This design comes from an exercise in tuning for small area on the open sky130 flow, not from production work. For this run, only the layout was checked, not whether the RTL still works. Power figures rest on the tool's default switching activity, not on a simulated workload.

==> flow/run.sh <==
#!/bin/bash
# synth_recipe.tcl (not shown) runs the flow's synth.tcl, then flattens the netlist and writes it again
# the make line also repeats each setting of config.mk as NAME=value (left out here)
make -C /OpenROAD-flow-scripts/flow DESIGN_CONFIG=/design/flow/config.mk WORK_HOME=/design/flow/orfs CLKGATE_MAP_FILE= SYNTH_SCRIPT=/design/flow/synth_recipe.tcl finish
==> flow/config.mk <==
export PLATFORM = sky130hd
export DESIGN_NAME = sdx_core
export DESIGN_NICKNAME = sdx_core
export VERILOG_FILES = /design/flow/design.v
export SDC_FILE = /design/flow/constraint.sdc
export NUM_CORES = 4
export LEC_CHECK = 0
export CAP_MARGIN = 20
export CORE_MARGIN = 2
export CORE_UTILIZATION = 40
export PLACE_DENSITY = 0.6
export SLEW_MARGIN = 20
==> flow/constraint.sdc <==
create_clock -name core_clock -period 10.0 [get_ports {CLK}]
set_input_delay 2.0000 -clock core_clock [delete_from_list [all_inputs] [get_ports {CLK}]]
set_output_delay 2.0000 -clock core_clock [all_outputs]
set_load 0.01 [all_outputs]
==> flow/design.v <==
module sdx_core #(
    parameter TS_W          = 16,    
    parameter RX_DEPTH      = 64,    
    parameter RX_AW         = 6,     
    parameter T_SETTLE      = 5,
    parameter T_STEP_LOW    = 3,
    parameter BASE_PERIOD   = 20,
    parameter DIV_PIVOT     = 3,
    parameter T_TRIG        = 10,
    parameter RANGE_PERIOD  = 250,
    parameter CTRL_PERIOD   = 40,
    parameter FIRE_DURATION = 100,
    parameter WALL_LIMIT    = 600
) (
    input  wire       CLK,
    input  wire       RST,
    input  wire       RX_VALID,
    input  wire [7:0] RX_BYTE,
    input  wire [4:0] ECHO,
    output reg  [4:0] TRIG,
    output wire [1:0] M_EN,
    output wire [1:0] M_DIR,
    output wire [1:0] M_STEP,
    output reg        GUN
);
    localparam CENTER = 2;
    localparam [7:0] CH_W = 8'h77, CH_S = 8'h73, CH_A = 8'h61, CH_D = 8'h64,
                     CH_F = 8'h66, CH_R = 8'h72;    
    localparam [2:0] ST_STOP = 3'd0, ST_FWD = 3'd1, ST_LEFT = 3'd2, ST_RIGHT = 3'd3,
                     ST_REV = 3'd4, ST_NONE = 3'd7;
    localparam [1:0] CU_READY = 2'd0, CU_SLEEP = 2'd1, CU_FIRING = 2'd2;
    localparam [TS_W-1:0] ONE = {{(TS_W-1){1'b0}}, 1'b1};
    reg [TS_W-1:0] ts;
    always @(posedge CLK) begin
        if (RST) ts <= {TS_W{1'b0}};
        else     ts <= ts + ONE;
    end
    reg [4:0] sync1, sync2, echo_q;
    always @(posedge CLK) begin
        if (RST) begin
            sync1  <= ECHO;
            sync2  <= ECHO;
            echo_q <= ECHO;
        end else begin
            sync1  <= ECHO;
            sync2  <= sync1;
            echo_q <= sync2;
        end
    end
    wire [TS_W-1:0] lrt [0:4];
    genvar gi;
    generate
        for (gi = 0; gi < 5; gi = gi + 1) begin : g_cap
            reg [TS_W-1:0] let_q;    
            reg [TS_W-1:0] lrt_q;    
            always @(posedge CLK) begin
                if (RST) begin
                    let_q <= {TS_W{1'b0}};
                    lrt_q <= {TS_W{1'b0}};
                end else if (sync2[gi] != echo_q[gi]) begin
                    if (sync2[gi]) let_q <= ts;
                    else           lrt_q <= ts - let_q;
                end
            end
            assign lrt[gi] = lrt_q;
        end
    endgenerate
    reg            tseq_high;    
    reg [2:0]      tseq_ch;
    reg [TS_W-1:0] tseq_e;       
    always @(posedge CLK) begin
        if (RST) begin
            TRIG      <= 5'b00000;
            tseq_high <= 1'b0;
            tseq_ch   <= 3'd0;
            tseq_e    <= {TS_W{1'b1}};           
        end else if (!tseq_high) begin
            if (tseq_e >= RANGE_PERIOD) begin
                TRIG      <= 5'b00001;
                tseq_high <= 1'b1;
                tseq_ch   <= 3'd0;
                tseq_e    <= ONE;
            end else if (tseq_e != {TS_W{1'b1}}) begin
                tseq_e <= tseq_e + ONE;
            end
        end else begin
            if (tseq_e >= T_TRIG) begin
                tseq_e <= ONE;
                if (tseq_ch == 3'd4) begin
                    TRIG      <= 5'b00000;
                    tseq_high <= 1'b0;
                end else begin
                    TRIG    <= TRIG << 1;
                    tseq_ch <= tseq_ch + 3'd1;
                end
            end else if (tseq_e != {TS_W{1'b1}}) begin
                tseq_e <= tseq_e + ONE;
            end
        end
    end
    reg [7:0]       rxq_mem [0:RX_DEPTH-1];
    reg [RX_AW-1:0] rxq_wp, rxq_rp;
    reg [RX_AW:0]   rxq_count;
    wire       rxq_push = RX_VALID && (rxq_count < RX_DEPTH);
    wire       rxq_pop;
    wire [7:0] rxq_head = rxq_mem[rxq_rp];
    always @(posedge CLK) begin
        if (rxq_push) rxq_mem[rxq_wp] <= RX_BYTE;
    end
    always @(posedge CLK) begin
        if (RST) begin
            rxq_wp    <= {RX_AW{1'b0}};
            rxq_rp    <= {RX_AW{1'b0}};
            rxq_count <= {(RX_AW+1){1'b0}};
        end else begin
            if (rxq_push) rxq_wp <= rxq_wp + 1'b1;
            if (rxq_pop)  rxq_rp <= rxq_rp + 1'b1;
            case ({rxq_push, rxq_pop})
                2'b10:   rxq_count <= rxq_count + 1'b1;
                2'b01:   rxq_count <= rxq_count - 1'b1;
                default: rxq_count <= rxq_count;
            endcase
        end
    end
    reg            fire_busy;
    reg [TS_W-1:0] fire_e;
    wire           fire_end = fire_busy && (fire_e >= FIRE_DURATION);
    reg [1:0]      cu_ph;
    reg [TS_W-1:0] cu_e;
    reg            mode;         
    reg [2:0]      steer;
    reg            last_valid;
    reg [7:0]      last_char;
    wire cu_tick  = (cu_ph == CU_READY) ||
                    ((cu_ph == CU_SLEEP) && (cu_e >= CTRL_PERIOD));
    wire cu_have  = cu_tick && (rxq_count != 0);
    wire cu_accept = cu_have && !(last_valid && (rxq_head == last_char));
    assign rxq_pop = cu_have;
    wire [2:0] rm_decision = (lrt[CENTER] < WALL_LIMIT) ? ST_RIGHT : ST_FWD;
    reg       act_valid;     
    reg [2:0] act_code;      
    reg       act_fire;      
    reg       n_mode;
    reg [2:0] n_steer;
    always @* begin
        act_valid = 1'b0;
        act_code  = ST_STOP;
        act_fire  = 1'b0;
        n_mode    = mode;
        n_steer   = steer;
        if (cu_accept) begin
            if (rxq_head != CH_R) n_mode = 1'b0;
            case (rxq_head)
                CH_W: begin n_steer = ST_REV;   act_valid = 1'b1; act_code = ST_REV;   end
                CH_S: begin n_steer = ST_FWD;   act_valid = 1'b1; act_code = ST_FWD;   end
                CH_A: begin n_steer = ST_LEFT;  act_valid = 1'b1; act_code = ST_LEFT;  end
                CH_D: begin n_steer = ST_RIGHT; act_valid = 1'b1; act_code = ST_RIGHT; end
                CH_F: act_fire = !fire_busy;
                CH_R: begin n_mode = 1'b1; n_steer = ST_NONE; end
                default: begin n_steer = ST_STOP; act_valid = 1'b1; act_code = ST_STOP; end
            endcase
        end
        if (cu_tick && !act_fire && n_mode) begin
            if (rm_decision != n_steer) begin
                act_valid = 1'b1;
                act_code  = rm_decision;
                n_steer   = rm_decision;
            end
        end
    end
    reg       act_run;
    reg       act_hold;
    reg [1:0] act_dir;
    reg       act_div;
    always @* begin
        act_run  = 1'b0;
        act_hold = act_fire;
        act_dir  = 2'b00;
        act_div  = 1'b0;
        if (act_valid) begin
            case (act_code)
                ST_FWD:   begin act_run = 1'b1; act_dir = 2'b11; act_div = 1'b0; end
                ST_REV:   begin act_run = 1'b1; act_dir = 2'b00; act_div = 1'b0; end
                ST_LEFT:  begin act_run = 1'b1; act_dir = 2'b10; act_div = 1'b1; end
                ST_RIGHT: begin act_run = 1'b1; act_dir = 2'b01; act_div = 1'b1; end
                default:  act_hold = 1'b1;
            endcase
        end
    end
    always @(posedge CLK) begin
        if (RST) begin
            cu_ph      <= CU_READY;
            cu_e       <= ONE;
            mode       <= 1'b0;
            steer      <= ST_NONE;
            last_valid <= 1'b0;
            last_char  <= 8'h00;
        end else begin
            if (cu_tick) begin
                mode  <= n_mode;
                steer <= n_steer;
                if (cu_accept) begin
                    last_valid <= 1'b1;
                    last_char  <= rxq_head;
                end
                cu_ph <= act_fire ? CU_FIRING : CU_SLEEP;
                cu_e  <= ONE;
            end else if ((cu_ph == CU_FIRING) && fire_end) begin
                cu_ph <= CU_SLEEP;
                cu_e  <= ONE;
            end else if (cu_e != {TS_W{1'b1}}) begin
                cu_e <= cu_e + ONE;
            end
        end
    end
    always @(posedge CLK) begin
        if (RST) begin
            GUN       <= 1'b0;
            fire_busy <= 1'b0;
            fire_e    <= ONE;
        end else begin
            if (act_fire) begin
                GUN       <= 1'b1;
                fire_busy <= 1'b1;
                fire_e    <= ONE;
            end else begin
                if (fire_end) begin
                    GUN       <= 1'b0;
                    fire_busy <= 1'b0;
                end
                if (fire_e != {TS_W{1'b1}}) fire_e <= fire_e + ONE;
            end
        end
    end
    generate
        for (gi = 0; gi < 2; gi = gi + 1) begin : g_mot
            reg            en, dir, divsel, run, step, pg_low;
            reg [TS_W-1:0] settle_e;     
            reg [TS_W-1:0] step_e;       
            reg [TS_W-1:0] low_e;        
            wire [TS_W-1:0] period = divsel ? (BASE_PERIOD * DIV_PIVOT) : BASE_PERIOD;
            wire settled  = (settle_e >= T_SETTLE);
            wire pg_fall  = run && !pg_low && settled && (step_e >= period);
            wire pg_rise  = pg_low && settled && (low_e >= T_STEP_LOW);
            always @(posedge CLK) begin
                if (RST) begin
                    en       <= 1'b0;
                    dir      <= 1'b0;
                    divsel   <= 1'b0;
                    run      <= 1'b0;
                    step     <= 1'b0;
                    pg_low   <= 1'b0;
                    settle_e <= ONE;
                    step_e   <= ONE;
                    low_e    <= ONE;
                end else begin
                    if (pg_fall) begin
                        step   <= 1'b0;
                        pg_low <= 1'b1;
                        low_e  <= ONE;
                    end else if (low_e != {TS_W{1'b1}}) begin
                        low_e <= low_e + ONE;
                    end
                    if (pg_rise) begin
                        step   <= 1'b1;
                        pg_low <= 1'b0;
                        step_e <= ONE;
                    end else if (step_e != {TS_W{1'b1}}) begin
                        step_e <= step_e + ONE;
                    end
                    if (act_run) begin
                        en       <= 1'b1;
                        dir      <= act_dir[gi];
                        divsel   <= act_div;
                        run      <= 1'b1;
                        settle_e <= ONE;
                    end else begin
                        if (act_hold) begin
                            en  <= 1'b0;
                            run <= 1'b0;
                        end
                        if (settle_e != {TS_W{1'b1}}) settle_e <= settle_e + ONE;
                    end
                end
            end
            assign M_EN[gi]   = en;
            assign M_DIR[gi]  = dir;
            assign M_STEP[gi] = step;
        end
    endgenerate
endmodule
==> parameters.txt <==
Parameter                              Value

Status
  Outcome ... finished clean

Synthesis
  Prevailing post-synth register cell ... sky130_fd_sc_hd__edfxtp_1
  Synthesized netlist net count ... 2,459
  Seq/Total Area, Yosys ... 0.632
  Register bit total from synthesis ... about 760
  Average cell area after synthesis ... around 13 µm²
  Number of synthesized flops with an enable pin ... approximately 510
  Post-synthesis share of cell area spent on and, or, nand and nor gates ... 0.122
  Area fraction in compound gates after synthesis ... 0.0592
  Number of library cell types mapped by synthesis ... between 80 and 90
  Cell Area, Synth ... between 0.03 and 0.04 mm²
  Share of synthesized area spent on multiplexers ... 0.103
  Adder-cell share of the synthesized area ... 0.0189
  Xor-xnor portion of the synthesized cell area ... 0.0364
  Main combinational cell family by area after synthesis ... simple AND/OR/NAND/NOR gates
  Cells after synthesis ... between 2,000 and 2,500
  Asr flop ratio synth ... 0
  Synthesis warning total ... 1

Setup path
  Worst setup EP type ... flip-flop
  Largest fanout of any net on the critical path ... 39
  Largest delay share family, worst path ... compound AO/OA/AOI/OAI gates
  CP Class ... flip-flop to flip-flop
  Type of element launching the critical path ... flip-flop
  Count of buffer and inverter cells on the critical path ... 2
  Critical path's largest stage delay ... between 700 and 800 ps
  Worst-path cell with the longest stage delay ... sky130_fd_sc_hd__o41ai_4
  Dominant cell type by count on the critical path ... sky130_fd_sc_hd__buf_4
  Data required time at the worst endpoint ... 10,520 ps
  Critical path data arrival time ... 6330 ps
  Worst-path cell chain ... buf_4 > mux4_2 > mux2i_1 > a2111oi_0 > a31oi_2 > xnor2_1 > o41ai_4 > nor3_2 > or3_1 > a21oi_2 > o211ai_2 > buf_4 > a2111oi_2

Pwr
  Worst ir drop on vdd ... 0.000154 V
  Overall power ... 0.00777 W
  PwrDens ... 216 mW/mm²
  Leakage Power ... between 10 and 15 nW

Placed design
  GPL Wtd Cong ... 0.836
  Post-place instance area ... between 0.03 and 0.04 mm²
  Placed wire-length estimate ... 44.9 mm
  Count of input and output buffers ... 23

Drt
  Via count normalized by instance count ... 5.48
  Routed length per instance ... 20.2 µm
  Number of remaining DRC errors ... 0
  Detailed router's first-iteration violation count ... ~1,700
  Iteration count of the initial detailed-routing pass ... 6
  Sum of routed wire length over all layers ... around 71 mm
  Total number of vias ... about 19,000
  Residual antenna-violating net count after detailed routing ... 0

Clock tree
  Inserted Clock Buffers ... 82
  Number of buffers added for setup after CTS ... 0
  Root buf cell ... sky130_fd_sc_hd__clkbuf_16
  Number of sinks on the clock net ... ~760
  CTS Hold Buffers Added ... 0
  Clock tree from TritonCTS ... built
  Clock network latency to the later pin of the worst-skew pair ... between 600 and 700 ps
  Clock tree buffer depth ... 3
  Post-CTS sizing ... 0
  CTS HTree Levels ... 3
  Clock slew seen by the registers of the worst setup and hold paths ... 60 ps

GRT
  Global routing usage on met2 ... 0.280
  Grt met1 use ... 0.231
  Global-route wire length before repair ... 109 mm
  Busiest layer in global routing ... met2
  Antenna violations before repair ... 0
  Maximum number of pins on one net before global-route repair ... 88
  Met3 usage in global routing ... 0.0309
  Vias in the first global route ... 19,000
  Residual overflow from global routing ... 0
  Global-route total usage across every layer ... 0.171

Finish
  Area Growth Syn to Fin ... 11.5%
  FF+latch area ... 0.0204 mm²
  Final standard cell area without fillers ... ~0.036 mm²
  Fraction of layout cells with a size suffix above 1 ... 0.132
  Fill cell total of the finished layout ... a little over 7,000
  Antenna fix cells ... 0
  Area taken by multi-input logic gates ... ~0.011 mm²
  Net count reported at finish ... approximately 2,500

Die
  Number of ports placed on the die boundary ... 28
  # rows ... ~100
  Die Footprint ... slightly above 0.08 mm²
  Initial standard-cell utilization of the core ... 0.402
  Chip Height ... roughly 290 µm
  Die boundary width ... 288 µm
  Total core area ... 0.0802 mm²

STA
  Minimum clock period after layout ... slightly below 6000 ps
  Final cycle utilization of the critical path ... 0.581
  Tightest Pin Transition ... 1090 ps
  Hold Fails Final Rpt ... 0
  Skew final ... 32.9 ps
  Max-slew violation count ... 0
  Setup TNS ... 0 ps
  Number of setup violations in the final report ... 0
  F_max ... around 170 MHz
  Slew headroom ... 0.269
  Unrepaired setup endpoints after global routing ... no

Flow run
  Max cap viols ... 0

Min path
  Worst hold path class ... flip-flop to flip-flop
power breakdown:
| part | internal [W] | switching, W |
|---|---|---|
| clock | 0.00176 | 0.00130 |
| combinational | 0.000478 | 0.000676 |
| sequential | 0.00345 | 0.000109 |
| total | 0.00569 | 0.00208 |
worst paths after layout:
kind	cells past startpoint	slack, ps	from	end
min reg2reg	2	450	g_cap[2].lrt_q[6]$_SDFFE_PP0P_	g_cap[2].lrt_q[6]$_SDFFE_PP0P_
max reg2reg	13	4190	flip-flop	g_mot[1].settle_e[14]$_SDFFE_PP0P_
max	13	4190	flip-flop	g_mot[1].settle_e[14]$_SDFFE_PP0P_
min	2	450	g_cap[2].lrt_q[6]$_SDFFE_PP0P_	g_cap[2].lrt_q[6]$_SDFFE_PP0P_
cell type report:
| class | count | area share |
|---|---|---|
| Sequential cell | 762 | 0.567 |
| Multi-Input combinational cell | 1458 | 0.304 |
| Clock buffer | 97 | 0.0592 |
| Tap cell | 1060 | 0.0369 |
| Clock inverter | 57 | 0.0174 |
| Timing Repair Buffer | 40 | 0.00963 |
| Inverter | 54 | 0.00563 |
Yosys cell counts, drive strengths merged, types with 4 or more instances:
cell | instances | share of area
a21o | 14 | 0.0033
o21ai | 48 | 0.0074
o211ai | 5 | 0.0013
or4 | 4 | 0.00093
nor2b | 26 | 0.0050
nand3b | 14 | 0.0033
o2111ai | 4 | 0.0011
o22a | 4 | 0.0011
mux2 | 11 | 0.0038
a21oi | 110 | 0.017
a211oi | 17 | 0.0040
or3 | 28 | 0.0054
nand4 | 42 | 0.0081
or3b | 4 | 0.0011
edfxtp | 512 | 0.48
inv | 51 | 0.0059
nand2 | 158 | 0.018
or2 | 15 | 0.0029
mux4 | 116 | 0.082
nor4 | 31 | 0.0062
clkbuf | 62 | 0.0076
a31oi | 15 | 0.0029
and4 | 9 | 0.0024
and2 | 8 | 0.0016
a22o | 5 | 0.0014
dfxtp | 250 | 0.16
ha | 47 | 0.018
o21a | 4 | 0.00093
nand2b | 21 | 0.0041
xor2 | 89 | 0.024
o21bai | 7 | 0.0016
o31ai | 4 | 0.0011
nor3 | 60 | 0.011
o22ai | 15 | 0.0029
mux2i | 56 | 0.017
nand3 | 85 | 0.013
xnor2 | 45 | 0.012
nor2 | 249 | 0.029
and3 | 26 | 0.0050
buf | 59 | 0.015
a22oi | 13 | 0.0032
nor3b | 11 | 0.0026
cells in the final DEF (no fill, tap or decap), types with 51 or more instances in the layout:
cell type                   count
sky130_fd_sc_hd__nand3_1       85
sky130_fd_sc_hd__mux2i_1       56
sky130_fd_sc_hd__edfxtp_1     512
sky130_fd_sc_hd__dfxtp_1      246
sky130_fd_sc_hd__mux4_2       111
sky130_fd_sc_hd__xor2_1        89
sky130_fd_sc_hd__nand2_1      157
sky130_fd_sc_hd__a21oi_1      109
sky130_fd_sc_hd__nor2_1       248
sky130_fd_sc_hd__clkbuf_16     82
sky130_fd_sc_hd__inv_1         51
sequential cells by signal, indices dropped and copies added, names as in the netlist, 8 cells and up, named ones only:
| register | cells |
|---|---|
| last_char | 8 |
| ts | 16 |
| fire_e | 16 |
| g_mot.low_e | 32 |
| g_mot.step_e | 32 |
| tseq_e | 16 |
| g_cap.lrt_q | 13 |
| g_cap.let_q | 16 |
| g_mot.settle_e | 32 |
| cu_e | 16 |
| rxq_mem | 512 |
layer usage:
metal	vias to the layer above	routed length, µm	part of all wire
met3	116	4270	0.060
met4	0	1870	0.026
met5	-	0	0
met2	563	34100	0.48
met1	9684	31000	0.44
li1	8983	-	-
stage by stage:
step / std cells / setup slack [ps] / utilization / hold slack [ps]
6_report: 3528 / 4190 / 0.449 / 450
3_3_place_gp: 3372 / 3990 / 0.414 / 417
5_1_grt: 3528 / 3780 / 0.449 / 468
3_5_place_dp: 3372 / 3910 / 0.414 / 447
4_1_cts: 3526 / 3900 / 0.448 / 455
2_1_floorplan: 2395 / 5560 / - / 415
logic make-up after synthesis:
kind of cell    after synthesis
buf+inv                     175
fa+ha+maj                    48
compound gates              297
xor+xnor                    134
simple gates                796
flops                       762
mux                         183
worst reg2reg max path, delay by kind of cell, from the launching register on:
family          cells  cell delay [ps]
mux                 2             1010
compound gates      6             2250
flops               1              710
simple gates        2              550
xor+xnor            1              220
buf+inv             2              960

separate check: timing with driven ports:
In the flow no input, the clock included, has a driving cell. The finished layout below was timed again as built, in two steps. Step 1, drivers: a clkbuf_16 drives CLK and a buf_2 each remaining input, both assumed. Step 2 adds t to the input delays and takes it off the output delays; t is the mean of the earliest and latest rising clock arrival at the registers after step 1. Input paths then give back, and output paths get back, about the clock's delay inside the block. Three values: ideal, step 1, step 2; two values: the first two.
shift t [ns]: 0.692
setup WS [ns]: 4.191 / 4.191 / 3.797
hold WS [ns]: 0.450 / 0.450 / 0.450
After both steps this run still meets setup and hold. For this run, drivers alone change the setup slack by 0.000 ns; drivers and shift together by -0.394 ns.
